What follows belongs to an exercise in optimizing a design on an open flow for small area, a short achievable clock period and few clock cycles per item; a production flow would make more cautious choices. Function was checked by simulation only, so behaviour that the tests miss may differ from the original. Power and IR drop assume default switching activity.

[design/flow/config.mk]
export PLATFORM = sky130hd
export DESIGN_NAME = pn532_codec
export DESIGN_NICKNAME = pn532_codec
export VERILOG_FILES = /design/flow/design.v
export SDC_FILE = /design/flow/constraint.sdc
export NUM_CORES = 4
export LEC_CHECK = 0
export CAP_MARGIN = 20
export CORE_MARGIN = 2
export CORE_UTILIZATION = 40
export SETUP_SLACK_MARGIN = 2.8
export SLEW_MARGIN = 20
[design/flow/constraint.sdc]
create_clock -name core_clock -period 5.0 [get_ports {clk}]
set_input_delay 1.0000 -clock core_clock [delete_from_list [all_inputs] [get_ports {clk}]]
set_output_delay 1.0000 -clock core_clock [all_outputs]
set_load 0.01 [all_outputs]
[design/flow/design.v]
module pn532_codec (
    input  wire       clk,
    input  wire       rst,
    input  wire [7:0] in_data,
    input  wire       in_valid,
    output wire       in_ready,
    output wire [7:0] out_data,
    output wire       out_valid,
    output wire       out_last,
    output wire       out_fault,
    input  wire       out_ready
);
    localparam I_IDLE = 0;    
    localparam I_TAIL = 1;    
    localparam I_LEN  = 2;    
    localparam I_DATA = 3;    
    localparam I_SKIP = 4;    
    localparam I_DPRE = 5;    
    localparam I_DLCS = 6;    
    localparam I_DTFI = 7;    
    localparam I_DRC  = 8;    
    localparam I_DPAY = 9;    
    localparam I_DST  = 10;   
    localparam I_ECMD = 11;   
    localparam I_ELEN = 12;   
    localparam I_EPAY = 13;   
    localparam I_EH1  = 14;   
    localparam I_EH2  = 15;   
    localparam I_EH3  = 16;   
    localparam I_EH4  = 17;   
    localparam I_EH5  = 18;   
    localparam I_EH6  = 19;   
    localparam I_LO   = 20;   
    localparam I_RES  = 21;   
    localparam NS     = 22;
    reg [NS-1:0] st;
    reg [1:0]  mode;
    reg [7:0]  rem;
    reg [15:0] acc;
    reg        f1, f4;
    reg [7:0]  o_data;
    reg        o_valid, o_last, o_fault;
    function [7:0] dec8;
        input [7:0] x;
        integer i;
        reg b;
        begin
            b = 1'b1;
            for (i = 0; i < 8; i = i + 1) begin
                dec8[i] = x[i] ^ b;
                b = b & ~x[i];
            end
        end
    endfunction
    wire s_idle = st[I_IDLE], s_tail = st[I_TAIL], s_len = st[I_LEN], s_data = st[I_DATA];
    wire s_skip = st[I_SKIP], s_dpre = st[I_DPRE], s_dlcs = st[I_DLCS], s_dtfi = st[I_DTFI];
    wire s_drc = st[I_DRC], s_dpay = st[I_DPAY], s_dst = st[I_DST], s_ecmd = st[I_ECMD];
    wire s_elen = st[I_ELEN], s_epay = st[I_EPAY], s_eh1 = st[I_EH1], s_eh2 = st[I_EH2];
    wire s_eh3 = st[I_EH3], s_eh4 = st[I_EH4], s_eh5 = st[I_EH5], s_eh6 = st[I_EH6];
    wire s_lo = st[I_LO], s_res = st[I_RES];
    wire ob_free = !o_valid || out_ready;
    reg  takes;                  
    assign in_ready = takes && ob_free;
    wire v    = in_valid;
    wire fire = v && in_ready;
    wire m_dcs = (mode == 2'b00);
    wire m_dec = (mode == 2'b11);
    wire inv   = (mode == 2'b10);
    wire [7:0]  cx = acc[7:0] ^ in_data;
    wire [7:0]  ct = {cx[7:4] ^ cx[3:0], cx[3:0]};
    wire [15:0] crc_n = {ct[7:3], ct[2:0] ^ ct[7:5], acc[15:12] ^ ct[4:1],
                         acc[11] ^ ct[0] ^ ct[7], acc[10:8] ^ ct[6:4]};
    wire [7:0] fc     = acc[15:8];
    wire [7:0] diff   = acc[7:0] - in_data;         
    wire [7:0] rem_m1 = dec8(rem);
    wire [7:0] fc_m1  = dec8(fc);
    wire [8:0] n_p2   = {1'b0, in_data} + 9'd2;
    wire       ovf    = n_p2[8];
    reg        r_last;                           
    wire       rem2   = (rem == 8'd2);
    wire       lo_z   = (acc[7:0] == 8'h00);
    reg        fc_1;                             
    wire       n_z    = (in_data == 8'h00);
    wire       n_lt13 = (in_data < 8'd13);
    wire op_dcs = (in_data == 8'h01);
    wire op_a   = (in_data == 8'h02);
    wire op_b   = (in_data == 8'h03);
    wire op_enc = (in_data == 8'h04);
    wire op_dec = (in_data == 8'h06);
    wire op_st  = (in_data == 8'h7E);
    wire op_rst = (in_data == 8'h7F);
    wire op_len = op_dcs || op_a || op_b || op_dec;
    wire op_ref = !(op_len || op_enc || op_st || op_rst);
    wire [8:0] inc_s = {1'b0, rem} + {1'b0, ~fc};
    reg  d_inc;
    wire d_bad  = !lo_z || (fc[7:1] == 7'd0);
    wire d_fail = d_inc || d_bad;
    wire f_op  = fire && (s_idle || s_tail);
    wire f_len = fire && s_len;
    wire [NS-1:0] st_n;
    assign st_n[I_IDLE] = (s_idle && !fire) || (s_tail && ob_free && !fire) ||
                          (f_op && op_rst) || (f_len && m_dec && n_lt13 && n_z) ||
                          ((s_skip || s_dst) && fire && r_last) ||
                          (s_lo && ob_free && m_dcs) || (s_res && ob_free);
    assign st_n[I_TAIL] = (s_tail && !ob_free) || (s_lo && ob_free && !m_dcs);
    assign st_n[I_LEN]  = (s_len && !fire) || (f_op && op_len);
    assign st_n[I_DATA] = (s_data && !(fire && r_last)) || (f_len && !m_dec && !n_z);
    assign st_n[I_SKIP] = (s_skip && !(fire && r_last)) || (f_len && m_dec && n_lt13 && !n_z) ||
                          (s_dtfi && fire && d_fail) || (s_dst && ob_free && !(fire && r_last)) ||
                          (s_elen && fire && ovf);
    assign st_n[I_DPRE] = (s_dpre && !(fire && fc_1)) || (f_len && m_dec && !n_lt13);
    assign st_n[I_DLCS] = (s_dlcs && !fire) || (s_dpre && fire && fc_1);
    assign st_n[I_DTFI] = (s_dtfi && !fire) || (s_dlcs && fire);
    assign st_n[I_DRC]  = (s_drc && !fire) || (s_dtfi && fire && !d_fail);
    assign st_n[I_DPAY] = (s_dpay && !(fire && fc_1)) || (s_drc && fire);
    assign st_n[I_DST]  = (s_dst && !ob_free) || (s_dpay && fire && fc_1);
    assign st_n[I_ECMD] = (s_ecmd && !fire) || (f_op && op_enc);
    assign st_n[I_ELEN] = (s_elen && !fire) || (s_ecmd && fire);
    assign st_n[I_EPAY] = (s_epay && !(fire && r_last)) || (s_eh6 && ob_free && !rem2);
    assign st_n[I_EH1]  = (s_eh1 && !ob_free) || (s_elen && fire && !ovf);
    assign st_n[I_EH2]  = (s_eh2 && !ob_free) || (s_eh1 && ob_free);
    assign st_n[I_EH3]  = (s_eh3 && !ob_free) || (s_eh2 && ob_free);
    assign st_n[I_EH4]  = (s_eh4 && !ob_free) || (s_eh3 && ob_free);
    assign st_n[I_EH5]  = (s_eh5 && !ob_free) || (s_eh4 && ob_free);
    assign st_n[I_EH6]  = (s_eh6 && !ob_free) || (s_eh5 && ob_free);
    assign st_n[I_LO]   = (s_lo && !ob_free) || (s_data && fire && r_last) ||
                          (f_len && !m_dec && n_z) || (s_eh6 && ob_free && rem2) ||
                          (s_epay && fire && r_last);
    assign st_n[I_RES]  = (s_res && !ob_free) || (f_op && op_ref) || (f_op && op_st);
    wire emit = ob_free && (s_tail || s_dst || !takes ||
                            (v && (s_drc || s_epay || s_elen || (s_dpay && !fc_1) ||
                                   (s_len && m_dec && n_lt13) || (s_dtfi && d_fail))));
    wire emit_ld = ob_free && (s_tail || s_dst || !takes ||
                               (v && (s_drc || s_epay || s_elen || s_dpay || s_len || s_dtfi)));
    wire e_last  = s_tail || s_len || s_dtfi || s_dst || s_res || (s_lo && m_dcs) || (s_elen && ovf);
    wire e_fault = (s_res && mode[0]) || (s_elen && ovf);
    wire [7:0] e_const;
    assign e_const[0] = s_len || s_dtfi || (s_elen && ovf) || s_eh2;
    assign e_const[1] = s_len || (s_dtfi && d_inc) || (s_dst && !lo_z) || (s_res && !mode[0] && f1) || s_eh2;
    assign e_const[2] = s_eh2 || s_eh5 || (s_res && mode[0]);
    assign e_const[3] = s_eh2;
    assign e_const[4] = s_eh2 || s_eh5 || (s_res && !mode[0] && f4);
    assign e_const[5] = s_eh2;
    assign e_const[6] = s_eh2 || s_eh5;
    assign e_const[7] = s_eh2 || s_eh5;
    wire       s_in  = s_drc || s_dpay || s_epay;
    wire [7:0] acc_byte = (({8{s_tail || s_eh6}} & acc[15:8]) | ({8{s_lo}} & acc[7:0])) ^ {8{inv}};
    wire [7:0] in_byte  = s_drc ? in_data - 8'd1 : in_data;
    wire [7:0] e_data = e_const | acc_byte | ({8{s_in}} & in_byte) |
                        ({8{s_eh3}} & rem) | ({8{s_eh4}} & ~rem_m1);
    wire lo_2c   = f_op && op_enc;
    wire lo_init = f_len;
    wire lo_crc  = fire && s_data && !m_dcs;
    wire lo_diff = fire && ((s_data && m_dcs) || (s_dpre && fc_1) || s_dlcs || s_dtfi ||
                            s_drc || s_dpay || s_ecmd || s_epay);
    wire [7:0] lo_iv = (mode == 2'b01) ? 8'h63 : (mode == 2'b10) ? 8'hFF : 8'h00;
    wire [7:0] lo_n = ({8{lo_2c}} & 8'h2C) | ({8{lo_init}} & lo_iv) |
                      ({8{lo_crc}} & crc_n[7:0]) | ({8{lo_diff}} & diff);
    wire hi_init = f_len;
    wire hi_crc  = fire && s_data;
    wire hi_in   = fire && ((s_dpre && fc_1) || s_ecmd);
    wire hi_dec  = fire && ((s_dpre && !fc_1) || s_dtfi || s_dpay);
    wire hi_z    = s_eh6 && ob_free;
    wire [7:0] hi_iv = (mode == 2'b01) ? 8'h63 : (mode == 2'b10) ? 8'hFF :
                       (mode == 2'b11) ? 8'h0A : 8'h00;
    wire [7:0] hi_n = ({8{hi_init}} & hi_iv) | ({8{hi_crc}} & crc_n[15:8]) |
                      ({8{hi_in}} & in_data) | ({8{hi_dec}} & fc_m1);
    always @(posedge clk) begin
        if (lo_2c || lo_init || lo_crc || lo_diff)
            acc[7:0] <= lo_n;
        if (hi_init || hi_crc || hi_in || hi_dec || hi_z)
            acc[15:8] <= hi_n;
        if (fire) begin
            rem    <= (s_len || s_elen) ? n_p2[7:0] : rem_m1;
            r_last <= (s_len || s_elen) ? (in_data == 8'd1) : (rem == 8'd4);
        end
        if (hi_init || hi_in || hi_dec)
            fc_1 <= hi_dec ? (fc == 8'd2) : hi_in ? (in_data == 8'd1) : 1'b0;
        if (s_dlcs)
            d_inc <= !(inc_s[8] && (inc_s[7:2] != 6'd0));
        if (f_op)
            mode <= {op_b || op_dec, !(op_dcs || op_b || op_st)};
        if (emit_ld) begin
            o_data  <= e_data;
            o_last  <= e_last;
            o_fault <= e_fault;
        end
    end
    always @(posedge clk) begin
        if (rst) begin
            st      <= {{(NS-1){1'b0}}, 1'b1};
            takes   <= 1'b1;
            o_valid <= 1'b0;
            f1      <= 1'b0;
            f4      <= 1'b0;
        end else begin
            st <= st_n;
            takes <= !(st_n[I_EH1] || st_n[I_EH2] || st_n[I_EH3] || st_n[I_EH4] ||
                       st_n[I_EH5] || st_n[I_EH6] || st_n[I_LO] || st_n[I_RES]);
            if (emit)
                o_valid <= 1'b1;
            else if (out_ready)
                o_valid <= 1'b0;
            if (f_op && op_rst) begin
                f1 <= 1'b0;
                f4 <= 1'b0;
            end else begin
                if (s_elen && fire && ovf)
                    f1 <= 1'b1;
                if (f_op && op_ref)
                    f4 <= 1'b1;
            end
        end
    end
    assign out_data  = o_data;
    assign out_valid = o_valid;
    assign out_last  = o_last;
    assign out_fault = o_fault;
endmodule
[design/flow/flow/run.sh]
#!/bin/bash
set -euo pipefail
export BUFFER_PORTS_ARGS="-buffer_cell sky130_fd_sc_hd__buf_4"
bash standard.sh > standard_flow.log 2>&1
[design/flow/standard.sh]
#!/bin/bash
# synth_recipe.tcl (not shown) runs the flow's synth.tcl, then flattens the netlist and writes it again
# the make line also repeats each setting of config.mk as NAME=value (left out here)
make -C /OpenROAD-flow-scripts/flow DESIGN_CONFIG=/design/flow/config.mk WORK_HOME=/design/flow/orfs CLKGATE_MAP_FILE= SYNTH_SCRIPT=/design/flow/synth_recipe.tcl "${@:-finish}"
==> notes.md, run 1 <==
* Comb pwr share at 18.6%
* Drt wl/cell at 21.34 um
* Crit Reg-Reg Endpoint: o_data[7]$_DFFE_PP_
* Die area at 0.01253 mm2
* Net count after synthesis at 565
* DP Area at 0.005096 mm2
* Worst reg2reg path startpoint: rem[0]$_DFFE_PN_
* Gate Count Post-Synth at 511
* Post-synth EDFFs at 39
* WP data arrival at 1.49 ns
* Starting Density at 40.98%
* Synth top area cells: edfxtp_1 (25%), dfxtp_1 (11%), ha_1 (11%)
* Tightest hold margin at 0.4877 ns
* Minimum clock period after layout at 2.488 ns
* Fmax at 0.4019 GHz
* Worst Setup EP: in_ready
* Die Width at 111.9 um
* Cell Int Power at 1143 uW
* Clk Latency, worst-skew pair at 0.34 ns
* CP startpoint: out_ready
* Final #Nets at 653
* Crit share post-route at 49.76%
* Standard-cell row count at 39
* Sequential-to-total area share from yosys stat at 36.31%
* Routed WL at 15.94 mm
* Leak pwr at 0.002669 uW
* Overflow after GRT at 0
* Longest Clk Path Bufs at 2
* Max Cap Viol at 0
* Switching power total at 421.5 uW
* Die height at 111.9 um
* R2R depth at 10
* Final Setup Violations at 0
* Fin Clk Skew at 0.008537 ns
* Buffers added on ports at 23
* CTS H-tree depth at 3
* Ports at 24
* Peak supply drop at 0.2033 mV
* Pin count of the biggest net entering global routing at 25
* TritonRoute pass-1 iters at 5
* Ant diodes at 0
* Reg2reg setup slack at 2.66 ns
* Mapped Area at 0.004659 mm2
* Status: complete, no violations
* Fin. max-slew vios at 0
* Core area at 0.01137 mm2
* GPL Wtd Cong at 0.9501
* HP Class: flip-flop to flip-flop
* Clock sinks at 65
* Vias in the first global route at 4274
* Final setup TNS at 0 ns
* Final HPWL DP at 10.71 mm
* Root Driver: clkbuf_16
* Most common cell after layout, fill and taps aside: buf_4
* Most frequent cells in the layout: buf_4 (68), nand2_1 (41), edfxtp_1 (39)
* Critical path data required time at 4.00 ns
* Seq pwr share at 38.6%
* Setup CP Type: input pin to output port
* Antenna-violating nets left at 0
* Unique cell type count in the Yosys netlist at 69
* 1st-iter DRT viols at 520
* DR DRC count at 0
* Top_reg_cell synth: edfxtp_1
* Cell area after layout at 0.006668 mm2
* Flops & latches, synth at 65
* Worst Setup Start Kind: input pin
* Fin cells at 747
* CP endpoint kind: output port
* Leading area contributor after synthesis: edfxtp_1
* Layout cell share with drive strength beyond 1 at 38.91%
* Async S/R FF share, synth at 0%
* Dpl cells at 650
* First-pass GRT wire length at 23.44 mm
* Clk pwr share at 42.8%
* Yosys synthesis warning count at 1
* Worst setup margin at 2.512 ns
* Yosys top cell area share at 25.13%
* Sw Ratio at 26.95%
* CTS buffer count at 9
* Mapped Avg Cell Area at 9.118 um2
* Number of vias per cell at 6.092
* Slew headroom at 33.64%
* Detailed-route via count at 4551
* Slew at the pin closest to its max-slew limit at 0.9934 ns
* Worst-path fanout max at 2
* Worst-path clk slew at 0.06 ns
* RSZ-0062 raised after global routing: true
* Power per cell area at 234.6 mW/mm2
* Layout area overhead at 43.10%
* GRT Total Usage at 24.20%
* Hold Fails Final Rpt at 0
* CTS tree: built
* Pre-CTS setup slack at 1.720 ns
* Antenna violations before repair at 0
-- registers in the layout (all words and copies together), names as in the netlist, 2 cells and up, named ones only --
name / flops
acc: 16
rem: 8
st: 20
mode: 2
o_data: 8
-- per-layer routing --
| layer | track usage [%] | vias up | wire, um | part of all wire (%) |
|---|---|---|---|---|
| met4 | 9.024 | 0 | 605 | 3.8 |
| met1 | 31.68 | 2200 | 6509 | 41 |
| met2 | 39.31 | 252 | 7552 | 47 |
| li1 | - | 2046 | - | - |
| met3 | 5.444 | 53 | 1273 | 8.0 |
| met5 | 0 | - | 0 | 0 |
-- cells by family (layout without fill, tap and decap cells) --
group | after synthesis | count (layout) | share of synthesized area [%]
and+or+nand+nor | 170 | 170 | 18.26
AOI/OAI and AO/OA | 128 | 128 | 19.50
DFF | 65 | 65 | 36.30
buffers and inverters | 58 | 151 | 5.424
xor gates and xnor gates | 46 | 46 | 8.646
adders and majority gates | 42 | 42 | 11.44
muxes | 2 | 2 | 0.4297
-- cells in the mapped netlist (3+ instances only) --
cell and instances:
nor2b_1 6, nand4_1 5, inv_1 29, dfxtp_1 26, ha_1 41, nand3b_1 4, o211ai_1 11, nand2_1 50
nor3_1 6, o32ai_1 3, o21a_1 4, buf_6 3, nor4_1 6, buf_2 7, a22oi_1 12, edfxtp_1 39
a221oi_1 6, nand3_1 18, xnor2_1 24, nand2b_1 4, a21oi_1 40, xor2_1 22, or2_1 3, a21o_1 3
nor2_1 47, o21ai_0 8, and2_1 5, a32oi_1 3, nor3b_1 3, clkbuf_1 15, o2111ai_1 5, a211oi_1 4
o221ai_1 5
-- area by class of cell --
| cell class | count | area, um2 |
|---|---|---|
| fillers | 869 | 4702 |
| repair inverters | 1 | 8.758 |
| flip-flops and latches | 65 | 1692 |
| inverters | 31 | 142.6 |
| repair buffers | 103 | 947.2 |
| multi-input cells | 388 | 3386 |
| well taps | 143 | 178.9 |
| clock buffers | 10 | 250.2 |
| clock inverters | 6 | 62.56 |
-- worst max-delay path: stages --
cell,delay [ns]
buf_6,0.09
nand2b_4,0.13
and2_4,0.16
buf_6,0.11
-- worst min-delay path by stage --
stage / depth (start not counted) / start / endpoint
floorplan: 1 / f1$_SDFFE_PP0P_ / f1$_SDFFE_PP0P_
finish: 2 / st[11]$_SDFF_PP0_ / st[11]$_SDFF_PP0_
global route: 2 / st[11]$_SDFF_PP0_ / flip-flop
global placement: 2 / st[11]$_SDFF_PP0_ / flip-flop
CTS: 2 / st[14]$_SDFF_PP0_ / st[15]$_SDFF_PP0_
detailed placement: 2 / st[18]$_SDFF_PP0_ / st[19]$_SDFF_PP0_
-- power groups by stage --
stage / Combinational, uW / Sequential, uW / Clock (uW)
3_3_place_gp: 178 / 617 / 0
2_1_floorplan: 138 / 611 / 0
5_1_grt: 311 / 605 / 699
6_report: 291 / 603 / 670
3_5_place_dp: 182 / 617 / 0
4_1_cts: 227 / 604 / 674
-- timing repair --
action	CTS	global route
pin swaps	33	49
gates cloned	1	0
gates resized for setup	55	81
setup endpoints to repair	54	59
hold buffers	0	0
setup buffers	42	38
-- through the flow --
step                      utilization [%]  total power, uW
after CTS                           52.59             1505
final                               58.64             1564
after global routing                58.64             1614
after detailed placement            44.82            799.5
after global placement              44.82            795.2
after floorplan                         -            749.4
Testbench counts, summed over its fixed seeds: cycles 78,497, items 1,920.
==> inputs of run 2 (changes only) <==
--- a/design/flow/config.mk
+++ b/design/flow/config.mk
@@ -10,3 +10,3 @@
 export CORE_UTILIZATION = 40
-export SETUP_SLACK_MARGIN = 2.8
+export SETUP_SLACK_MARGIN = 2.4
 export SLEW_MARGIN = 20
==> notes.md, run 2 <==
* Sequential-to-total area share from yosys stat at 36.31% (unchanged)
* GPL Wtd Cong at 0.9078 (was 0.9501)
* Leading area contributor after synthesis: edfxtp_1 (unchanged)
* Biggest regs: st x20, acc x16 (unchanged)
* Core area at 0.01137 mm2 (unchanged)
* Leak pwr at 0.002142 uW (was 0.002669 uW)
* Ant diodes at 0 (unchanged)
* Met2 wire length at 6.173 mm (was 7.552 mm)
* GRT Total Usage at 22.46% (was 24.20%)
* Final #Nets at 585 (was 653)
* Drt wl/cell at 20.22 um (was 21.34 um)
* Largest Register: st (unchanged)
* CP endpoint kind: output port (unchanged)
* Detailed-route via count at 4104 (was 4551)
* WP data arrival at 1.59 ns (was 1.49 ns)
* Number of vias per cell at 6.044 (was 6.092)
* Fin. max-slew vios at 0 (unchanged)
* Fmax at 0.3858 GHz (was 0.4019 GHz)
* Top post-synthesis cells by count: nand2_1 (50), nor2_1 (47), ha_1 (41) (unchanged)
* Worst Setup EP: in_ready (unchanged)
* Reg2reg setup slack at 2.53 ns (was 2.66 ns)
* Overflow after GRT at 0 (unchanged)
* Main combinational cell family by area after synthesis: compound AO/OA/AOI/OAI gates (unchanged)
* Slew headroom at 36.27% (was 33.64%)
* Top sig layer: met4 (unchanged)
* Worst Setup Start Kind: input pin (unchanged)
* Worst reg2reg path startpoint: acc[10]$_DFFE_PP_ (was rem[0]$_DFFE_PN_)
* Count leader, synth: nand2_1 (unchanged)
* R2R depth at 8 (was 10)
* Antenna violations before repair at 0 (unchanged)
* Share of synthesized area spent on multiplexers at 0.4296% (unchanged)
* Fin Clk Skew at 0.005506 ns (was 0.008537 ns)
* Net count after synthesis at 565 (unchanged)
* Post-synth EDFFs at 39 (unchanged)
* Starting Density at 40.98% (unchanged)
* Crit share post-route at 51.85% (was 49.76%)
* Cell area after layout at 0.005364 mm2 (was 0.006668 mm2)
* Mapped Area at 0.004659 mm2 (unchanged)
* Worst-path clk slew at 0.06 ns (about the same)
* Complex-gate fraction of the synthesized area at 19.50% (unchanged)
* HP Class: flip-flop to flip-flop (unchanged)
* Yosys top cell area share at 25.13% (unchanged)
* Worst-path fanout max at 5 (was 2)
* Layout area overhead at 15.12% (was 43.10%)
* Vias in the first global route at 3881 (was 4274)
* Setup CP Type: input pin to output port (unchanged)
* Pre-CTS setup slack at 1.501 ns (was 1.720 ns)
* Gate Count Post-Synth at 511 (unchanged)
* Yosys synthesis warning count at 1 (unchanged)
* Die height at 111.9 um (unchanged)
* Slew at the pin closest to its max-slew limit at 0.9539 ns (was 0.9934 ns)
* RSZ-0062 raised after global routing: true (unchanged)
* Total power at 1378 uW (was 1564 uW)
* Most common cell after layout, fill and taps aside: nand2_1 (was buf_4)
* Die Width at 111.9 um (unchanged)
* Synth top area cells: edfxtp_1 (25%), dfxtp_1 (11%), ha_1 (11%) (unchanged)
* Clock sinks at 65 (unchanged)
* CP startpoint: out_ready (unchanged)
* Ports at 24 (unchanged)
* Worst setup margin at 2.408 ns (was 2.512 ns)
* Status: complete, no violations (unchanged)
* Layout cell share with drive strength beyond 1 at 15.30% (was 38.91%)
* Pin count of the biggest net entering global routing at 29 (was 25)
* DP Area at 0.004902 mm2 (was 0.005096 mm2)
* Root Driver: clkbuf_16 (unchanged)
* Power per cell area at 256.9 mW/mm2 (was 234.6 mW/mm2)
* Top_reg_cell synth: edfxtp_1 (unchanged)
* Adder-Cell Fraction of Synth Area at 11.44% (unchanged)
* Minimum clock period after layout at 2.592 ns (was 2.488 ns)
* DR DRC count at 0 (unchanged)
* Most frequent cells in the layout: nand2_1 (50), nor2_1 (46), edfxtp_1 (39) (was buf_4 (68), nand2_1 (41), edfxtp_1 (39))
* Simple-gate area share of the yosys netlist at 18.26% (unchanged)
* CTS tree: built (unchanged)
* 1st-iter DRT viols at 401 (was 520)
* Peak supply drop at 0.1501 mV (was 0.2033 mV)
* Standard-cell row count at 39 (unchanged)
* Buffers added on ports at 23 (unchanged)
* Met3 Wirelength at 972 um (was 1.273 mm)
* Hold_buf cts at 0 (unchanged)
* Max Cap Viol at 0 (unchanged)
* Hold Fails Final Rpt at 0 (unchanged)
* XOR/XNOR Fraction of Synth Area at 8.647% (unchanged)
* Clk Latency, worst-skew pair at 0.34 ns (about the same)
* Final Setup Violations at 0 (unchanged)
* Routed WL at 13.73 mm (was 15.94 mm)
* Max reg flops at 20 (unchanged)
* Detailed-routing wirelength on met1 at 6.144 mm (was 6.509 mm)
* CTS H-tree depth at 3 (unchanged)
* Critical path data required time at 4.00 ns (about the same)
* Flops & latches, synth at 65 (unchanged)
* Longest Clk Path Bufs at 2 (unchanged)
* Tightest hold margin at 0.4886 ns (was 0.4877 ns)
* CTS buffer count at 9 (unchanged)
* First-pass GRT wire length at 21.84 mm (was 23.44 mm)
* Die area at 0.01253 mm2 (unchanged)
* Final setup TNS at 0 ns (unchanged)
* Final HPWL DP at 10.50 mm (was 10.71 mm)
* TritonRoute pass-1 iters at 5 (unchanged)
* Antenna-violating nets left at 0 (unchanged)
* Filler cell count at 1066 (was 869)
* Mapped Avg Cell Area at 9.118 um2 (unchanged)
* Crit Reg-Reg Endpoint: d_inc$_DFFE_PP_ (was o_data[7]$_DFFE_PP_)
* Unique cell type count in the Yosys netlist at 69 (unchanged)
* Async S/R FF share, synth at 0% (unchanged)
run 2: cell counts after synthesis:
No cell type changed its count.
run 2: layer usage:
| metal | up-vias | global-route usage [%] |
|---|---|---|
| li1 | 1906 | - |
| met1 | 1982 | 31.54 |
| met2 | 186 | 34.10 |
| met3 | 30 | 4.518 |
| met4 | 0 | 8.862 |
| met5 | - | 0 |
run 2: per-stage QoR:
stage	cells	utilization, %
floorplan	511	-
global route	679	47.18
finish	679	47.18
CTS	674	46.33
global placement	650	43.12
detailed placement	650	43.12
run 2: cells by family after synthesis:
kind of cell | Yosys count
mux | 2
xor+xnor | 46
flops | 65
fa+ha+maj | 42
buf+inv | 58
simple gates | 170
compound gates | 128
run 2: layout make-up:
class                      count  area [um2]  area share, %
clock buffer                  12       246.5          4.595
timing repair buffer          35       279.0          5.202
clock inverter                 4       26.28         0.4899
sequential                    65        1692          31.54
timing repair inverter         1       8.758         0.1633
multi-input combinational    388        2800          52.20
tap                          143       178.9          3.336
inverter                      31       132.6          2.473
run 2: where the power goes:
group	switching [uW]	internal, uW	leakage [uW]
Combinational	112	74.2	0.00143
Clock	238	350	0.000137
Sequential	16.8	587	0.000571
Total	367	1010	0.00214
run 2: timing repair:
item                       4_1_cts  5_1_grt
hold endpoints to repair         0        0
setup endpoints to repair       40       24
buffers inserted                 8        4
pin swaps                        1        1
resized for setup                6       12
gates cloned                     0        1
run 2: worst min-delay path by stage:
stage          slack (ns)  cells after the start                 to              start
2_1_floorplan        0.44                      1    f1$_SDFFE_PP0P_    f1$_SDFFE_PP0P_
3_3_place_gp         0.46                      2          flip-flop  st[11]$_SDFF_PP0_
3_5_place_dp         0.47                      2          flip-flop  st[11]$_SDFF_PP0_
4_1_cts              0.48                      2          flip-flop  st[11]$_SDFF_PP0_
5_1_grt              0.51                      2  st[11]$_SDFF_PP0_  st[11]$_SDFF_PP0_
6_report             0.49                      2          flip-flop  st[11]$_SDFF_PP0_
run 2: critical path: stages:
cell and delay [ns]:
buf_4 0.11, nand2b_4 0.16, and2_1 0.18, buf_4 0.14
==> inputs of run 3 (changes only) <==
--- a/design/flow/config.mk
+++ b/design/flow/config.mk
@@ -10,3 +10,3 @@
 export CORE_UTILIZATION = 40
-export SETUP_SLACK_MARGIN = 2.4
+export SETUP_SLACK_MARGIN = 2.5
 export SLEW_MARGIN = 20
==> notes.md, run 3 <==
* Antenna-violating nets left at 0 (unchanged)
* DR DRC count at 0 (unchanged)
* Worst path slowest cell: and2_4 (was and2_1)
* Hold_buf cts at 0 (unchanged)
* Flops & latches, synth at 65 (unchanged)
* Final HPWL DP at 10.81 mm (was 10.50 mm)
* Fmax at 0.3959 GHz (was 0.3858 GHz)
* Root Driver: clkbuf_16 (unchanged)
* Max Cap Viol at 0 (unchanged)
* CTS H-tree depth at 3 (unchanged)
* Vias in the first global route at 4015 (was 3881)
* Most common cell after layout, fill and taps aside: nand2_1 (unchanged)
* Crit path cell chain: buf_6, nand2b_4, and2_4, buf_6 (was buf_4, nand2b_4, and2_1, buf_4)
* Routed WL at 14.36 mm (was 13.73 mm)
* 1st-iter DRT viols at 452 (was 401)
* Slew at the pin closest to its max-slew limit at 0.9624 ns (was 0.9539 ns)
* Layout cell share with drive strength beyond 1 at 18.32% (was 15.30%)
* Drt wl/cell at 20.84 um (was 20.22 um)
* Die Width at 111.9 um (unchanged)
* RSZ-0062 raised after global routing: true (unchanged)
* Largest Register: st (unchanged)
* Critical path data required time at 4.00 ns (about the same)
* Leading area contributor after synthesis: edfxtp_1 (unchanged)
* GRT Total Usage at 23.52% (was 22.46%)
* Gate Count Post-Synth at 511 (unchanged)
* Net count after synthesis at 565 (unchanged)
* Fin. max-slew vios at 0 (unchanged)
* Yosys top cell area share at 25.13% (unchanged)
* Crit share post-route at 50.52% (was 51.85%)
* Clk Latency, worst-skew pair at 0.34 ns (about the same)
* Worst stage delay on the critical path at 0.17 ns (was 0.18 ns)
* Overflow after GRT at 0 (unchanged)
* Async S/R FF share, synth at 0% (unchanged)
* HP Class: flip-flop to flip-flop (unchanged)
* Final Setup Violations at 0 (unchanged)
* Buffers added on ports at 23 (unchanged)
* Hold path cells at 2 (unchanged)
* GR Util met2 at 37.90% (was 34.10%)
* Met3 Resource Use GR at 4.899% (was 4.518%)
* Max reg flops at 20 (unchanged)
* Number of vias per cell at 5.996 (was 6.044)
* TritonRoute pass-1 iters at 5 (unchanged)
* Worst-path clk slew at 0.06 ns (about the same)
* Crit path max-delay family: simple AND/OR/NAND/NOR gates (unchanged)
* Die height at 111.9 um (unchanged)
* Starting Density at 40.98% (unchanged)
* WP data arrival at 1.53 ns (was 1.59 ns)
* Hold Fails Final Rpt at 0 (unchanged)
* Sequential-to-total area share from yosys stat at 36.31% (unchanged)
* CP Depth at 4 (unchanged)
* Mapped Area at 0.004659 mm2 (unchanged)
* Pin count of the biggest net entering global routing at 29 (unchanged)
* GPL Wtd Cong at 0.9463 (was 0.9078)
* First-pass GRT wire length at 22.83 mm (was 21.84 mm)
* Most frequent cells in the layout: nand2_1 (50), nor2_1 (45), buf_4 (40) (was nand2_1 (50), nor2_1 (46), edfxtp_1 (39))
* Ant diodes at 0 (unchanged)
* Leak pwr at 0.002216 uW (was 0.002142 uW)
* Minimum clock period after layout at 2.526 ns (was 2.592 ns)
* Peak supply drop at 0.1568 mV (was 0.1501 mV)
* Setup CP Type: input pin to output port (unchanged)
* CTS buffer count at 9 (unchanged)
* CTS tree: built (unchanged)
* Power per cell area at 258.5 mW/mm2 (was 256.9 mW/mm2)
* Fin util at 48.42% (was 47.18%)
* Worst Path Buf+Inv at 2 (unchanged)
* Grt peak-use layer: met2 (unchanged)
* Die area at 0.01253 mm2 (unchanged)
* Fin Clk Skew at 0.005672 ns (was 0.005506 ns)
* Synth top area cells: edfxtp_1 (25%), dfxtp_1 (11%), ha_1 (11%) (unchanged)
* Worst-path fanout max at 4 (was 5)
* Final #Nets at 595 (was 585)
* Worst Setup Start Kind: input pin (unchanged)
* Post-synth EDFFs at 39 (unchanged)
* Clock sinks at 65 (unchanged)
* Antenna violations before repair at 0 (unchanged)
* Ports at 24 (unchanged)
* Layout area overhead at 18.15% (was 15.12%)
* M1 GR Usage at 31.79% (was 31.54%)
* Top post-synthesis cells by count: nand2_1 (50), nor2_1 (47), ha_1 (41) (unchanged)
* Yosys synthesis warning count at 1 (unchanged)
* Status: complete, no violations (unchanged)
* Count leader, synth: nand2_1 (unchanged)
* Detailed-route via count at 4131 (was 4104)
* Core area at 0.01137 mm2 (unchanged)
* Biggest regs: st x20, acc x16 (unchanged)
* R2R depth at 8 (unchanged)
* CP endpoint kind: output port (unchanged)
* Most used cell, CP: buf_6 (was buf_4)
* Unique cell type count in the Yosys netlist at 69 (unchanged)
* Mapped Avg Cell Area at 9.118 um2 (unchanged)
* Standard-cell row count at 39 (unchanged)
* Slew headroom at 35.71% (was 36.27%)
* Longest Clk Path Bufs at 2 (unchanged)
* Final setup TNS at 0 ns (unchanged)
* Top_reg_cell synth: edfxtp_1 (unchanged)
run 3: cell type report:
type	count	area [um2]
sequential	65	1692
inverter	31	127.6
multi-input combinational	388	2839
fill	1047	5864
tap	143	178.9
timing repair buffer	46	379.1
clock inverter	6	38.79
clock buffer	10	250.2
run 3: per-stage QoR:
stage	total power [uW]	instance area (um2)	hold WS, ns	instances	setup slack (ns)
finish	1423	5505	0.4920	689	2.474
CTS	1410	5364	0.4902	678	2.475
global placement	786.0	4946	0.4801	650	1.840
detailed placement	790.7	4951	0.4804	651	1.782
floorplan	735.9	4766	0.4404	511	2.424
global route	1471	5505	0.5200	689	2.428
run 3: layer usage:
metal,vias up,wire (um)
met4,0,310
met3,27,1114
met5,-,0
met1,1965,6130
li1,1935,-
met2,204,6806
run 3: final timing paths:
check                                         end         startpoint  slack, ns
worst max-delay path                     in_ready          out_ready       2.47
worst max register to register    d_inc$_DFFE_PP_  acc[10]$_DFFE_PP_       2.56
worst min register to register  st[11]$_SDFF_PP0_  st[11]$_SDFF_PP0_       0.49
worst min-delay path            st[11]$_SDFF_PP0_  st[11]$_SDFF_PP0_       0.49
run 3: power breakdown:
group | internal (uW) | switching (uW)
Clock | 366 | 256
Combinational | 81.4 | 115
Sequential | 587 | 18.0
run 3: what timing repair did:
action,in CTS,in global routing
resized for setup,8,12
buffers inserted,11,11
pin swaps,5,7
setup endpoints to repair,28,28
run 3: worst reg2reg max path: stages (launching register included):
cell      delay, ns
edfxtp_1       0.47
inv_1          0.12
ha_1           0.34
a21oi_1        0.15
a21oi_1        0.09
or2_1          0.28
nor3_1         0.26
a311oi_1       0.10
o32ai_2        0.40
run 3: cells by family after synthesis:
logic type	share of synthesized area, %
simple gates	18.26
buf+inv	5.424
compound gates	19.50
xor+xnor	8.646
fa+ha+maj	11.44
mux	0.4297
flops	36.30
==> inputs of run 4 (changes only) <==
--- a/design/flow/config.mk
+++ b/design/flow/config.mk
@@ -9,3 +9,3 @@
 export CORE_MARGIN = 2
-export CORE_UTILIZATION = 40
+export CORE_UTILIZATION = 55
 export SETUP_SLACK_MARGIN = 2.5
==> notes.md, run 4 <==
* Share of synthesized area spent on multiplexers at 0.4296% (unchanged)
* Yosys top cell area share at 25.13% (unchanged)
* Slew headroom at 37.63% (was 35.71%)
* Peak supply drop at 0.1379 mV (was 0.1568 mV)
* Worst-path clk slew at 0.07 ns (was 0.06 ns)
* Fin util at 65.92% (was 48.42%)
* Synth top area cells: edfxtp_1 (25%), dfxtp_1 (11%), ha_1 (11%) (unchanged)
* CP endpoint kind: output port (unchanged)
* GRT Total Usage at 32.06% (was 23.52%)
* Complex-gate fraction of the synthesized area at 19.50% (unchanged)
* CTS H-tree depth at 3 (unchanged)
* Die area at 0.009224 mm2 (was 0.01253 mm2)
* Fin cells at 649 (was 689)
* Final Setup Violations at 0 (unchanged)
* Main combinational cell family by area after synthesis: compound AO/OA/AOI/OAI gates (unchanged)
* Buffers added on ports at 23 (unchanged)
* Yosys synthesis warning count at 1 (unchanged)
* Mapped Avg Cell Area at 9.118 um2 (unchanged)
* Fin. max-slew vios at 0 (unchanged)
* Fmax at 0.3954 GHz (was 0.3959 GHz)
* Largest Register: st (unchanged)
* Longest Clk Path Bufs at 2 (unchanged)
* Total power at 1293 uW (was 1423 uW)
* Net count after synthesis at 565 (unchanged)
* Final #Nets at 593 (was 595)
* Hold Fails Final Rpt at 0 (unchanged)
* Mapped Area at 0.004659 mm2 (unchanged)
* First-pass GRT wire length at 21.72 mm (was 22.83 mm)
* Root Driver: clkbuf_8 (was clkbuf_16)
* Starting Density at 56.71% (was 40.98%)
* Gate Count Post-Synth at 511 (unchanged)
* Most common cell after layout, fill and taps aside: nand2_1 (unchanged)
* Dpl cells at 612 (was 651)
* RSZ-0062 raised after global routing: true (unchanged)
* Crit share post-route at 50.58% (was 50.52%)
* Vias in the first global route at 3892 (was 4015)
* Max reg flops at 20 (unchanged)
* Leading area contributor after synthesis: edfxtp_1 (unchanged)
* Layout cell share with drive strength beyond 1 at 18.93% (was 18.32%)
* Drt wl/cell at 21.21 um (was 20.84 um)
* Standard-cell row count at 33 (was 39)
* Slew at the pin closest to its max-slew limit at 0.9336 ns (was 0.9624 ns)
* Biggest regs: st x20, acc x16 (unchanged)
* 1st-iter DRT viols at 318 (was 452)
* Max Cap Viol at 0 (unchanged)
* Ant diodes at 0 (unchanged)
* Final HPWL DP at 10.43 mm (was 10.81 mm)
* Critical path data required time at 4.00 ns (about the same)
* Leak pwr at 0.002179 uW (was 0.002216 uW)
* Top post-synthesis cells by count: nand2_1 (50), nor2_1 (47), ha_1 (41) (unchanged)
* XOR/XNOR Fraction of Synth Area at 8.647% (unchanged)
* CTS buffer count at 9 (unchanged)
* Filler cell count at 691 (was 1047)
* Number of vias per cell at 6.445 (was 5.996)
* Core area at 0.008217 mm2 (was 0.01137 mm2)
* Final setup TNS at 0 ns (unchanged)
* Most frequent cells in the layout: nand2_1 (50), nor2_1 (46), edfxtp_1 (39), buf_4 (39), a21oi_1 (38) (was nand2_1 (50), nor2_1 (45), buf_4 (40))
* Reg2reg setup slack at 2.60 ns (was 2.56 ns)
* Simple-gate area share of the yosys netlist at 18.26% (unchanged)
* Detailed-route via count at 4183 (was 4131)
* Overflow after GRT at 0 (unchanged)
* DR DRC count at 0 (unchanged)
* CTS tree: built (unchanged)
* Routed WL at 13.77 mm (was 14.36 mm)
* Clock sinks at 65 (unchanged)
* Die height at 96.04 um (was 111.9 um)
* Count leader, synth: nand2_1 (unchanged)
* Antenna violations before repair at 0 (unchanged)
* Pin count of the biggest net entering global routing at 29 (unchanged)
* Top_reg_cell synth: edfxtp_1 (unchanged)
* Die Width at 96.04 um (was 111.9 um)
* Status: complete, no violations (unchanged)
* Fin Clk Skew at 0.009043 ns (was 0.005672 ns)
* Power per cell area at 238.7 mW/mm2 (was 258.5 mW/mm2)
* WP data arrival at 1.53 ns (about the same)
* Async S/R FF share, synth at 0% (unchanged)
* Post-synth EDFFs at 39 (unchanged)
* Hold_buf cts at 0 (unchanged)
* Worst Setup Start Kind: input pin (unchanged)
* Setup CP Type: input pin to output port (unchanged)
* Adder-Cell Fraction of Synth Area at 11.44% (unchanged)
* TritonRoute pass-1 iters at 5 (unchanged)
* Clk Latency, worst-skew pair at 0.36 ns (was 0.34 ns)
* Layout area overhead at 16.25% (was 18.15%)
* GPL Wtd Cong at 0.9683 (was 0.9463)
* Sequential-to-total area share from yosys stat at 36.31% (unchanged)
* Minimum clock period after layout at 2.529 ns (was 2.526 ns)
* HP Class: flip-flop to flip-flop (unchanged)
* Worst-path fanout max at 5 (was 4)
* Unique cell type count in the Yosys netlist at 69 (unchanged)
* Flops & latches, synth at 65 (unchanged)
* Ports at 24 (unchanged)
* Antenna-violating nets left at 0 (unchanged)
[run 4: cells by family (layout without fill, tap and decap cells)]
group	after synthesis	count (layout)
buffers and inverters	58	91
XOR/XNOR	46	46
adder cells (fa/ha/maj)	42	42
AO/OA/AOI/OAI	128	128
multiplexers	2	2
AND/OR/NAND/NOR	170	170
flip-flops	65	65
[run 4: report_power, final]
part           internal, uW  switching, uW  leakage [uW]
Sequential              586           17.3      0.000571
Combinational          82.4            114       0.00150
Clock                   263            231      0.000109
[run 4: critical path: stages]
cell and delay (ns):
buf_6 0.09, nand2b_4 0.16, and2_4 0.17, buf_6 0.11
[run 4: worst paths after layout]
check	startpoint	to	depth (start not counted)
setup / recovery	out_ready	in_ready	4
hold / removal	st[11]$_SDFF_PP0_	flip-flop	2
setup reg to reg	rem[1]$_DFFE_PN_	o_data[7]$_DFFE_PP_	10
hold reg to reg	st[11]$_SDFF_PP0_	flip-flop	2
[run 4: what timing repair did]
| item | in CTS | in global routing |
|---|---|---|
| gates resized for setup | 5 | 21 |
| cloned | 0 | 0 |
| setup buffers | 9 | 12 |
| pin swaps | 2 | 12 |
| endpoints found under the setup margin | 23 | 21 |
[run 4: layer usage]
layer / share of wire, % / track usage, % / vias up / wire (um)
met2: 45 / 49.19 / 205 / 6211
met5: 0 / 0 / - / 0
met1: 43 / 46.44 / 2022 / 5982
met4: 2.1 / 7.143 / 0 / 294
li1: - / - / 1928 / -
met3: 9.3 / 6.735 / 28 / 1279
[run 4: per-stage QoR]
| step | area (um2) | setup WS (ns) | hold WS (ns) |
|---|---|---|---|
| detailed placement | 4898 | 1.847 | 0.4616 |
| CTS | 5202 | 2.470 | 0.4726 |
| finish | 5416 | 2.471 | 0.4944 |
| floorplan | 4766 | 2.424 | 0.4404 |
| global placement | 4898 | 1.877 | 0.4572 |
| global route | 5416 | 2.457 | 0.5027 |
[run 4: cell type report]
class                      instances  area, um2  share of cell area [%]
multi-input combinational        388       2879                   53.15
clock inverter                     5      58.81                   1.086
sequential                        65       1692                   31.23
timing repair buffer              44      375.4                   6.930
inverter                          31      127.6                   2.356
tap                              105      131.4                   2.426
clock buffer                      11      152.6                   2.818
==> inputs of run 5 (changes only) <==
--- a/design/flow/config.mk
+++ b/design/flow/config.mk
@@ -9,4 +9,5 @@
 export CORE_MARGIN = 2
-export CORE_UTILIZATION = 55
+export CORE_UTILIZATION = 40
 export SETUP_SLACK_MARGIN = 2.5
 export SLEW_MARGIN = 20
+export TNS_END_PERCENT = 30
==> notes.md, run 5 <==
* Worst setup margin at 2.471 ns (about the same)
* Buffers added on ports at 23 (unchanged)
* Die area at 0.01253 mm2 (was 0.009224 mm2)
* Top post-synthesis cells by count: nand2_1 (50), nor2_1 (47), ha_1 (41) (unchanged)
* Reg2reg setup slack at 2.50 ns (was 2.60 ns)
* Filler cell count at 1050 (was 691)
* RSZ-0062 raised after global routing: true (unchanged)
* Die Width at 111.9 um (was 96.04 um)
* Crit Reg-Reg Endpoint: o_data[7]$_DFFE_PP_ (unchanged)
* Worst-path clk slew at 0.06 ns (was 0.07 ns)
* Hold path cells at 2 (unchanged)
* Flops & latches, synth at 65 (unchanged)
* Final #Nets at 586 (was 593)
* Max Cap Viol at 0 (unchanged)
* Async S/R FF share, synth at 0% (unchanged)
* Slew headroom at 38.86% (was 37.63%)
* CTS H-tree depth at 3 (unchanged)
* Mapped Area at 0.004659 mm2 (unchanged)
* Switching power total at 370.5 uW (was 361.7 uW)
* DP Area at 0.004931 mm2 (was 0.004898 mm2)
* Most frequent cells in the layout: nand2_1 (50), nor2_1 (45), edfxtp_1 (39) (was nand2_1 (50), nor2_1 (46), edfxtp_1 (39), buf_4 (39), a21oi_1 (38))
* R2R depth at 10 (unchanged)
* Hold Path End: st[11]$_SDFF_PP0_
* Simple-gate area share of the yosys netlist at 18.26% (unchanged)
* TritonRoute pass-1 iters at 5 (unchanged)
* Sequential-to-total area share from yosys stat at 36.31% (unchanged)
* XOR/XNOR Fraction of Synth Area at 8.647% (unchanged)
* Detailed-route via count at 4106 (was 4183)
* Vias in the first global route at 3996 (was 3892)
* Status: complete, no violations (unchanged)
* Leak pwr at 0.002181 uW (was 0.002179 uW)
* Layout area overhead at 17.21% (was 16.25%)
* Sw Ratio at 25.66% (was 27.97%)
* Antenna-violating nets left at 0 (unchanged)
* Worst path slowest cell: and2_4 (unchanged)
* GPL Wtd Cong at 0.9464 (was 0.9683)
* First-pass GRT wire length at 21.96 mm (was 21.72 mm)
* Max reg flops at 20 (unchanged)
* Standard-cell row count at 39 (was 33)
* Share of synthesized area spent on multiplexers at 0.4296% (unchanged)
* Adder-Cell Fraction of Synth Area at 11.44% (unchanged)
* Biggest regs: st x20, acc x16 (unchanged)
* Layout cell share with drive strength beyond 1 at 16.39% (was 18.93%)
* Leading area contributor after synthesis: edfxtp_1 (unchanged)
* Top_reg_cell synth: edfxtp_1 (unchanged)
* Peak supply drop at 0.1810 mV (was 0.1379 mV)
* GRT Total Usage at 22.68% (was 32.06%)
* Most used cell, CP: buf_6 (unchanged)
* Complex-gate fraction of the synthesized area at 19.50% (unchanged)
* Overflow after GRT at 0 (unchanged)
* Clk pwr share at 44.9% (was 38.2%)
* Final Setup Violations at 0 (unchanged)
* Fmax at 0.3955 GHz (was 0.3954 GHz)
* Most common cell after layout, fill and taps aside: nand2_1 (unchanged)
* Comb pwr share at 13.2% (was 15.2%)
* Post-synth EDFFs at 39 (unchanged)
* Number of vias per cell at 6.038 (was 6.445)
* Longest Clk Path Bufs at 2 (unchanged)
* Core area at 0.01137 mm2 (was 0.008217 mm2)
* Final setup TNS at 0 ns (unchanged)
* Count leader, synth: nand2_1 (unchanged)
* Multi-input logic area at 0.002835 mm2 (was 0.002879 mm2)
* Worst reg2reg path startpoint: rem[1]$_DFFE_PN_ (unchanged)
* Ports at 24 (unchanged)
* Pin count of the biggest net entering global routing at 29 (unchanged)
* CTS buffer count at 9 (unchanged)
* Crit path cell chain: buf_6, nand2b_4, and2_4, buf_6 (unchanged)
* Cell Int Power at 1073 uW (was 931.4 uW)
* Worst stage delay on the critical path at 0.17 ns (about the same)
* Worst Setup Start Kind: input pin (unchanged)
* Worst Path Buf+Inv at 2 (unchanged)
* Largest Register: st (unchanged)
* Starting Density at 40.98% (was 56.71%)
* Crit path max-delay family: simple AND/OR/NAND/NOR gates (unchanged)
* Fin. max-slew vios at 0 (unchanged)
* Minimum clock period after layout at 2.529 ns (about the same)
* Hold Crit Start: st[11]$_SDFF_PP0_ (unchanged)
* Drt wl/cell at 20.48 um (was 21.21 um)
* Critical path data required time at 4.00 ns (about the same)
* Final HPWL DP at 10.56 mm (was 10.43 mm)
* Seq pwr share at 41.9% (was 46.7%)
* Yosys synthesis warning count at 1 (unchanged)
* WP data arrival at 1.53 ns (about the same)
* Hold_buf cts at 0 (unchanged)
* 1st-iter DRT viols at 392 (was 318)
* Routed WL at 13.93 mm (was 13.77 mm)
* Cell area after layout at 0.005461 mm2 (was 0.005416 mm2)
* CP endpoint kind: output port (unchanged)
* Yosys top cell area share at 25.13% (unchanged)
* HP Class: flip-flop to flip-flop (unchanged)
* Ant diodes at 0 (unchanged)
* DR DRC count at 0 (unchanged)
* CTS tree: built (unchanged)
* Hold Fails Final Rpt at 0 (unchanged)
* Pre-CTS setup slack at 1.503 ns (was 1.847 ns)
* Crit share post-route at 50.57% (was 50.58%)
* Unique cell type count in the Yosys netlist at 69 (unchanged)
* Gate Count Post-Synth at 511 (unchanged)
* Net count after synthesis at 565 (unchanged)
* Antenna violations before repair at 0 (unchanged)
* Clock sinks at 65 (unchanged)
* Root Driver: clkbuf_16 (was clkbuf_8)
* Fin Clk Skew at 0.008056 ns (was 0.009043 ns)
* Slew at the pin closest to its max-slew limit at 0.9152 ns (was 0.9336 ns)
* Mapped Avg Cell Area at 9.118 um2 (unchanged)
* Synth top area cells: edfxtp_1 (25%), dfxtp_1 (11%), ha_1 (11%) (unchanged)
* Setup CP Type: input pin to output port (unchanged)
* Power per cell area at 264.3 mW/mm2 (was 238.7 mW/mm2)
* Worst-path fanout max at 5 (unchanged)
* Register area at 0.001692 mm2 (unchanged)
* Main combinational cell family by area after synthesis: compound AO/OA/AOI/OAI gates (unchanged)
* Die height at 111.9 um (was 96.04 um)
* Clk Latency, worst-skew pair at 0.34 ns (was 0.36 ns)
run 5: power by group through the flow:
stage	sequential (uW)	combinational, uW	clock [uW]
3_5_place_dp	617	171	0
4_1_cts	605	182	649
3_3_place_gp	617	168	0
2_1_floorplan	611	124	0
5_1_grt	607	208	671
6_report	605	190	648
run 5: routing by layer:
layer	wire length (um)	global-route usage, %
met1	5990	30.06
met4	346	8.537
met5	0	0
met3	912	3.375
met2	6678	37.62
run 5: area by class of cell:
| class | count | share of cell area [%] |
|---|---|---|
| sequential | 65 | 30.97 |
| clock inverter | 3 | 0.2978 |
| timing repair buffer | 37 | 5.750 |
| tap | 143 | 3.276 |
| inverter | 31 | 2.428 |
| clock buffer | 13 | 5.361 |
| multi-input combinational | 388 | 51.91 |
run 5: how the worst max path moves through the flow:
stage	slack (ns)	to	depth (start not counted)	start
after CTS	2.48	in_ready	4	out_ready
after global placement	1.60	acc[10]$_DFFE_PP_	7	out_ready
final	2.47	in_ready	4	out_ready
after detailed placement	1.50	acc[13]$_DFFE_PP_	7	out_ready
after global routing	2.39	o_data[7]$_DFFE_PP_	10	rem[1]$_DFFE_PN_
after floorplan	2.42	acc[7]$_DFFE_PP_	8	in_data[1]
run 5: repair_timing:
item / CTS / global route
resized for setup: 11 / 11
pin swaps: 1 / 5
endpoints found under the setup margin: 47 / 29
buffers inserted: 10 / 4
run 5: metrics by stage:
step                      util (%)  hold WS [ns]  cells  power, uW
after floorplan                  -        0.4404    511      734.0
after global placement       43.37        0.4683    650      784.9
after detailed placement     43.37        0.4762    650      787.9
after CTS                    47.18        0.4840    676       1436
after global routing         48.04        0.5068    680       1486
final                        48.04        0.4852    680       1443
run 5: cell families after synthesis:
| group | after synthesis |
|---|---|
| multiplexers | 2 |
| XOR/XNOR | 46 |
| AO/OA/AOI/OAI | 128 |
| flip-flops | 65 |
| AND/OR/NAND/NOR | 170 |
| buffers and inverters | 58 |
| adder cells (fa/ha/maj) | 42 |
run 5: worst reg2reg max path: stages, from the launching register on:
cell      delay, ns
edfxtp_1       0.45
inv_1          0.07
ha_1           0.20
ha_1           0.19
ha_1           0.19
ha_1           0.19
ha_1           0.18
ha_1           0.19
xnor2_1        0.14
a221oi_1       0.30
o211ai_1       0.13
==> inputs of run 6 (changes only) <==
--- a/design/flow/config.mk
+++ b/design/flow/config.mk
@@ -10,4 +10,3 @@
 export CORE_UTILIZATION = 40
-export SETUP_SLACK_MARGIN = 2.5
+export SETUP_SLACK_MARGIN = 2.45
 export SLEW_MARGIN = 20
-export TNS_END_PERCENT = 30
==> notes.md, run 6 <==
* Drt wl/cell at 20.15 um (was 20.48 um)
* Crit path cell chain: buf_6, nand2b_4, and2_4, buf_6 (unchanged)
* Root Driver: clkbuf_16 (unchanged)
* Sequential-to-total area share from yosys stat at 36.31% (unchanged)
* Antenna violations before repair at 0 (unchanged)
* GPL Wtd Cong at 0.9395 (was 0.9464)
* Status: complete, no violations (unchanged)
* Crit Reg-Reg Endpoint: d_inc$_DFFE_PP_ (was o_data[7]$_DFFE_PP_)
* Ant diodes at 0 (unchanged)
* Most common cell after layout, fill and taps aside: nand2_1 (unchanged)
* Final Setup Violations at 0 (unchanged)
* Setup CP Type: input pin to output port (unchanged)
* Peak supply drop at 0.1637 mV (was 0.1810 mV)
* Die area at 0.01253 mm2 (unchanged)
* Yosys synthesis warning count at 1 (unchanged)
* Clk Latency, worst-skew pair at 0.34 ns (about the same)
* Leak pwr at 0.002202 uW (was 0.002181 uW)
* CTS buffer count at 9 (unchanged)
* Ports at 24 (unchanged)
* Fin. max-slew vios at 0 (unchanged)
* R2R depth at 8 (was 10)
* Worst path slowest cell: and2_4 (unchanged)
* Layout area overhead at 18.72% (was 17.21%)
* Critical path data required time at 4.00 ns (about the same)
* Dpl cells at 650 (unchanged)
* Vias in the first global route at 3923 (was 3996)
* Power per cell area at 257.0 mW/mm2 (was 264.3 mW/mm2)
* Synth top area cells: edfxtp_1 (25%), dfxtp_1 (11%), ha_1 (11%) (unchanged)
* First-pass GRT wire length at 21.86 mm (was 21.96 mm)
* Crit share post-route at 50.66% (was 50.57%)
* HP Class: flip-flop to flip-flop (unchanged)
* Layout cell share with drive strength beyond 1 at 18.42% (was 16.39%)
* Longest Clk Path Bufs at 2 (unchanged)
* Die height at 111.9 um (unchanged)
* Unique cell type count in the Yosys netlist at 69 (unchanged)
* Flops & latches, synth at 65 (unchanged)
* Async S/R FF share, synth at 0% (unchanged)
* Core area at 0.01137 mm2 (unchanged)
* Clock sinks at 65 (unchanged)
* GRT Total Usage at 22.45% (was 22.68%)
* Fin Clk Skew at 0.008150 ns (was 0.008056 ns)
* Final setup TNS at 0 ns (unchanged)
* TritonRoute pass-1 iters at 5 (unchanged)
* Crit path max-delay family: simple AND/OR/NAND/NOR gates (unchanged)
* Max reg flops at 20 (unchanged)
* Count leader, synth: nand2_1 (unchanged)
* Worst Setup EP: in_ready (unchanged)
* Most frequent cells in the layout: nand2_1 (49), nor2_1 (45), edfxtp_1 (39) (was nand2_1 (50), nor2_1 (45), edfxtp_1 (39))
* DR DRC count at 0 (unchanged)
* Mapped Area at 0.004659 mm2 (unchanged)
* Antenna-violating nets left at 0 (unchanged)
* Number of vias per cell at 5.902 (was 6.038)
* Leading area contributor after synthesis: edfxtp_1 (unchanged)
* 1st-iter DRT viols at 414 (was 392)
* Detailed-route via count at 4049 (was 4106)
* Reg2reg setup slack at 2.56 ns (was 2.50 ns)
* WP data arrival at 1.53 ns (about the same)
* Worst Setup Start Kind: input pin (unchanged)
* Biggest regs: st x20, acc x16 (unchanged)
* Gate Count Post-Synth at 511 (unchanged)
* Final HPWL DP at 10.45 mm (was 10.56 mm)
* Mapped Avg Cell Area at 9.118 um2 (unchanged)
* Post-synth EDFFs at 39 (unchanged)
* Max Cap Viol at 0 (unchanged)
* Largest Register: st (unchanged)
* Yosys top cell area share at 25.13% (unchanged)
* RSZ-0062 raised after global routing: true (unchanged)
* Fmax at 0.3948 GHz (was 0.3955 GHz)
* Minimum clock period after layout at 2.533 ns (was 2.529 ns)
* Die Width at 111.9 um (unchanged)
* Worst-path clk slew at 0.06 ns (about the same)
* Worst Path Buf+Inv at 2 (unchanged)
* Pin count of the biggest net entering global routing at 29 (unchanged)
* Routed WL at 13.82 mm (was 13.93 mm)
* Filler cell count at 1062 (was 1050)
* Standard-cell row count at 39 (unchanged)
* Slew headroom at 37.37% (was 38.86%)
* CP endpoint kind: output port (unchanged)
* Top post-synthesis cells by count: nand2_1 (50), nor2_1 (47), ha_1 (41) (unchanged)
* CP startpoint: out_ready (unchanged)
* Overflow after GRT at 0 (unchanged)
* Top_reg_cell synth: edfxtp_1 (unchanged)
* Starting Density at 40.98% (unchanged)
* Worst-path fanout max at 4 (was 5)
* CTS tree: built (unchanged)
* Worst reg2reg path startpoint: acc[10]$_DFFE_PP_ (was rem[1]$_DFFE_PN_)
* CTS H-tree depth at 3 (unchanged)
* Hold Fails Final Rpt at 0 (unchanged)
* Final #Nets at 592 (was 586)
* Worst stage delay on the critical path at 0.17 ns (about the same)
* CP Depth at 4 (unchanged)
* Most used cell, CP: buf_6 (unchanged)
* Slew at the pin closest to its max-slew limit at 0.9375 ns (was 0.9152 ns)
* Net count after synthesis at 565 (unchanged)
* Buffers added on ports at 23 (unchanged)
* Fin cells at 686 (was 680)
-- run 6: changes by cell type in the layout (fill, tap and decap cells not counted), sizes merged --
cell    delta
clkinv     +2
inv        -1
clkbuf     -1
buf        +6
-- run 6: worst min-delay path by stage --
stage                                  from                 to  cells after the start
final                     st[11]$_SDFF_PP0_          flip-flop                      2
after global routing      st[18]$_SDFF_PP0_  st[18]$_SDFF_PP0_                      2
after CTS                 st[11]$_SDFF_PP0_  st[11]$_SDFF_PP0_                      2
after detailed placement  st[11]$_SDFF_PP0_  st[11]$_SDFF_PP0_                      2
after global placement    st[11]$_SDFF_PP0_          flip-flop                      2
after floorplan             f1$_SDFFE_PP0P_    f1$_SDFFE_PP0P_                      1
-- run 6: per-layer routing --
metal / part of all wire [%] / GRT usage (%) / up-vias
met5: 0 / 0 / -
li1: - / - / 1920
met3: 6.6 / 2.994 / 20
met2: 47 / 36.28 / 171
met1: 44 / 30.71 / 1938
met4: 1.9 / 8.618 / 0
-- run 6: logic make-up (layout without fill, tap and decap cells) --
logic type | after synthesis | count (layout) | share of synthesized area, %
AND/OR/NAND/NOR | 170 | 170 | 18.26
adder cells (fa/ha/maj) | 42 | 42 | 11.44
XOR/XNOR | 46 | 46 | 8.646
buffers and inverters | 58 | 90 | 5.424
flip-flops | 65 | 65 | 36.30
AO/OA/AOI/OAI | 128 | 128 | 19.50
multiplexers | 2 | 2 | 0.4297
-- run 6: stage by stage --
stage | power [uW] | util [%] | instance area (um2) | worst slack, ns | hold WS, ns
3_3_place_gp | 784.3 | 43.33 | 4926 | 1.623 | 0.4658
2_1_floorplan | 733.9 | - | 4743 | 2.424 | 0.4404
3_5_place_dp | 786.2 | 43.33 | 4926 | 1.499 | 0.4697
5_1_grt | 1466 | 48.65 | 5532 | 2.398 | 0.5181
6_report | 1422 | 48.65 | 5532 | 2.467 | 0.4808
4_1_cts | 1413 | 46.81 | 5323 | 2.458 | 0.4775
-- run 6: repair_timing --
action / CTS / global route
gates cloned: 0 / 0
pin swaps: 2 / 16
endpoints found under the setup margin: 42 / 25
resized for setup: 10 / 21
buffers inserted: 8 / 12
hold buffers: 0 / 0
-- run 6: where the power goes --
group          switching, uW  total [uW]  internal [uW]
combinational            114         194           80.0
clock                    246         624            378
sequential              17.2         604            587
-- run 6: tightest hold or removal path: cells and delay by family (launching register included) --
family,cells,cell delay [ns]
AO/OA/AOI/OAI,1,0.05
flip-flops,1,0.32
AND/OR/NAND/NOR,1,0.06
-- run 6: final cells by class --
type,count,area (um2),share of cell area (%)
clock inverters,4,23.77,0.4298
well taps,143,178.9,3.235
repair buffers,43,375.4,6.786
flip-flops and latches,65,1692,30.58
multi-input cells,388,2861,51.73
clock buffers,12,267.8,4.841
inverters,31,132.6,2.398
==> inputs of run 7 (changes only) <==
--- a/design/flow/config.mk
+++ b/design/flow/config.mk
@@ -7,6 +7,6 @@
 export LEC_CHECK = 0
-export CAP_MARGIN = 20
+export CAP_MARGIN = 0
 export CORE_MARGIN = 2
 export CORE_UTILIZATION = 40
-export SETUP_SLACK_MARGIN = 2.45
-export SLEW_MARGIN = 20
+export SETUP_SLACK_MARGIN = 2.5
+export SLEW_MARGIN = 0
==> notes.md, run 7 <==
* Sequential-to-total area share from yosys stat at 36.31% (unchanged)
* TritonRoute pass-1 iters at 5 (unchanged)
* Top post-synthesis cells by count: nand2_1 (50), nor2_1 (47), ha_1 (41) (unchanged)
* Power per cell area at 265.9 mW/mm2 (was 257.0 mW/mm2)
* Starting Density at 40.98% (unchanged)
* Count leader, synth: nand2_1 (unchanged)
* WP data arrival at 1.53 ns (about the same)
* Crit share post-route at 50.51% (was 50.66%)
* CTS H-tree depth at 3 (unchanged)
* Peak supply drop at 0.1575 mV (was 0.1637 mV)
* Final #Nets at 594 (was 592)
* Drt wl/cell at 20.66 um (was 20.15 um)
* Most used cell, CP: buf_6 (unchanged)
* Fin. max-slew vios at 0 (unchanged)
* Unique cell type count in the Yosys netlist at 69 (unchanged)
* Total power at 1468 uW (was 1422 uW)
* GPL Wtd Cong at 0.9463 (was 0.9395)
* Ant diodes at 0 (unchanged)
* CP endpoint kind: output port (unchanged)
* Overflow after GRT at 0 (unchanged)
* Largest Register: st (unchanged)
* CTS tree: built (unchanged)
* Antenna violations before repair at 0 (unchanged)
* Slew headroom at 15.31% (was 37.37%)
* Worst setup margin at 2.475 ns (was 2.467 ns)
* Max reg flops at 20 (unchanged)
* Final HPWL DP at 10.68 mm (was 10.45 mm)
* Final setup TNS at 0 ns (unchanged)
* Number of vias per cell at 6.042 (was 5.902)
* Die area at 0.01253 mm2 (unchanged)
* Leading area contributor after synthesis: edfxtp_1 (unchanged)
* First-pass GRT wire length at 22.50 mm (was 21.86 mm)
* Layout cell share with drive strength beyond 1 at 18.17% (was 18.42%)
* Worst Setup Start Kind: input pin (unchanged)
* Die Width at 111.9 um (unchanged)
* Multi-input logic area at 0.002836 mm2 (was 0.002861 mm2)
* Hold_buf cts at 0 (unchanged)
* Pin count of the biggest net entering global routing at 29 (unchanged)
* Critical path data required time at 4.00 ns (about the same)
* DP Area at 0.004946 mm2 (was 0.004926 mm2)
* DR DRC count at 0 (unchanged)
* Final Setup Violations at 0 (unchanged)
* Fin Clk Skew at 0.004110 ns (was 0.008150 ns)
* Gate Count Post-Synth at 511 (unchanged)
* Root Driver: clkbuf_16 (unchanged)
* Most frequent cells in the layout: nand2_1 (50), nor2_1 (45), buf_4 (41) (was nand2_1 (49), nor2_1 (45), edfxtp_1 (39))
* RSZ-0062 raised after global routing: true (unchanged)
* Worst stage delay on the critical path at 0.17 ns (about the same)
* Biggest regs: st x20, acc x16 (unchanged)
* Core area at 0.01137 mm2 (unchanged)
* Async S/R FF share, synth at 0% (unchanged)
* Worst Path Buf+Inv at 2 (unchanged)
* Longest Clk Path Bufs at 2 (unchanged)
* Status: complete, no violations (unchanged)
* Net count after synthesis at 565 (unchanged)
* Synth top area cells: edfxtp_1 (25%), dfxtp_1 (11%), ha_1 (11%) (unchanged)
* CTS buffer count at 9 (unchanged)
* Pre-CTS setup slack at 1.790 ns (was 1.499 ns)
* Setup CP Type: input pin to output port (unchanged)
* Post-synth EDFFs at 39 (unchanged)
* Register area at 0.001692 mm2 (unchanged)
* Yosys top cell area share at 25.13% (unchanged)
* Minimum clock period after layout at 2.525 ns (was 2.533 ns)
* Buffers added on ports at 23 (unchanged)
* Filler cell count at 1023 (was 1062)
* Detailed-route via count at 4157 (was 4049)
* 1st-iter DRT viols at 369 (was 414)
* Routed WL at 14.21 mm (was 13.82 mm)
* Top_reg_cell synth: edfxtp_1 (unchanged)
* Hold Fails Final Rpt at 0 (unchanged)
* Flops & latches, synth at 65 (unchanged)
-- run 7: cell counts after synthesis --
Identical to the previous run, type by type.
-- run 7: power breakdown --
group          internal (uW)  total (uW)  leakage, uW  switching, uW
Sequential               587         605     0.000571           17.7
Clock                    417         671     0.000156            254
Combinational           78.7         193      0.00149            114
-- run 7: worst paths after layout --
check                                  startpoint                   to  slack (ns)  cells after the start
worst max-delay path                    out_ready             in_ready        2.47                      4
worst min-delay path            st[14]$_SDFF_PP0_    st[15]$_SDFF_PP0_        0.48                      2
worst max register to register   rem[0]$_DFFE_PN_  o_data[7]$_DFFE_PP_        2.60                     10
worst min register to register  st[14]$_SDFF_PP0_    st[15]$_SDFF_PP0_        0.48                      2
-- run 7: metal layers --
| layer | wire length, um | up-vias | global-route usage, % |
|---|---|---|---|
| li1 | - | 1930 | - |
| met1 | 6148 | 1990 | 31.45 |
| met2 | 6781 | 212 | 37.49 |
| met3 | 964 | 25 | 3.157 |
| met4 | 320 | 0 | 8.537 |
| met5 | 0 | - | 0 |
-- run 7: cells by family (layout without fill, tap and decap cells) --
kind of cell               Yosys count  count (layout)  share of synthesized area (%)
and+or+nand+nor                    170             170                          18.26
xor gates and xnor gates            46              46                          8.646
DFF                                 65              65                          36.30
adders and majority gates           42              42                          11.44
AOI/OAI and AO/OA                  128             128                          19.50
muxes                                2               2                         0.4297
buffers and inverters               58              92                          5.424
-- run 7: worst register-to-register path: cells and delay by family (launching register included) --
family                     cells  cell delay, ns
adders and majority gates      6            1.15
AOI/OAI and AO/OA              2            0.40
DFF                            1            0.36
xor gates and xnor gates       1            0.15
buffers and inverters          1            0.08
-- run 7: through the flow --
stage / hold slack, ns / std cells
2_1_floorplan: 0.4404 / 511
5_1_grt: 0.5194 / 688
6_report: 0.4805 / 688
3_5_place_dp: 0.4735 / 650
3_3_place_gp: 0.4801 / 650
4_1_cts: 0.4817 / 677
-- run 7: cell type report --
cell class	instances	area share, %
clock buffer	10	4.531
tap	143	3.240
clock inverter	6	1.133
inverter	31	2.401
multi-input combinational	388	51.36
timing repair buffer	45	6.706
sequential	65	30.63
-- run 7: repair_timing --
| item | CTS | global route |
|---|---|---|
| gates resized for setup | 8 | 15 |
| buffers inserted | 11 | 11 |
| pin swaps | 3 | 6 |
| endpoints found under the setup margin | 26 | 38 |

==> static timing again, ports no longer ideal <==
The flow's constraints put no driver on any port. The routed layouts listed below were extracted and timed again, unchanged, in two steps. Step 1 sets driving cells, clkbuf_16 on the clock port and buf_2 on the other inputs (assumed; they add their load-dependent delay and slew). Step 2 times the ports against the registers' clock, not the clock port: input delays grow and output delays shrink by t, the midpoint of the rising clock arrivals with the driver on. Three values: ideal ports, drivers, drivers and shift; two values: the first two.
run | t, ns | slack for setup (ns)
run 1 | 0.373 | 2.512 / 2.480 / 2.125
run 2 | 0.377 | 2.408 / 2.384 / 2.140
run 3 | 0.380 | 2.474 / 2.443 / 2.120
run 4 | 0.389 | 2.471 / 2.440 / 2.127
run 5 | 0.374 | 2.471 / 2.440 / 2.130
run 6 | 0.380 | 2.467 / 2.428 / 2.111
run 7 | 0.380 | 2.475 / 2.443 / 2.104
After both steps setup and hold are still met in every run listed.
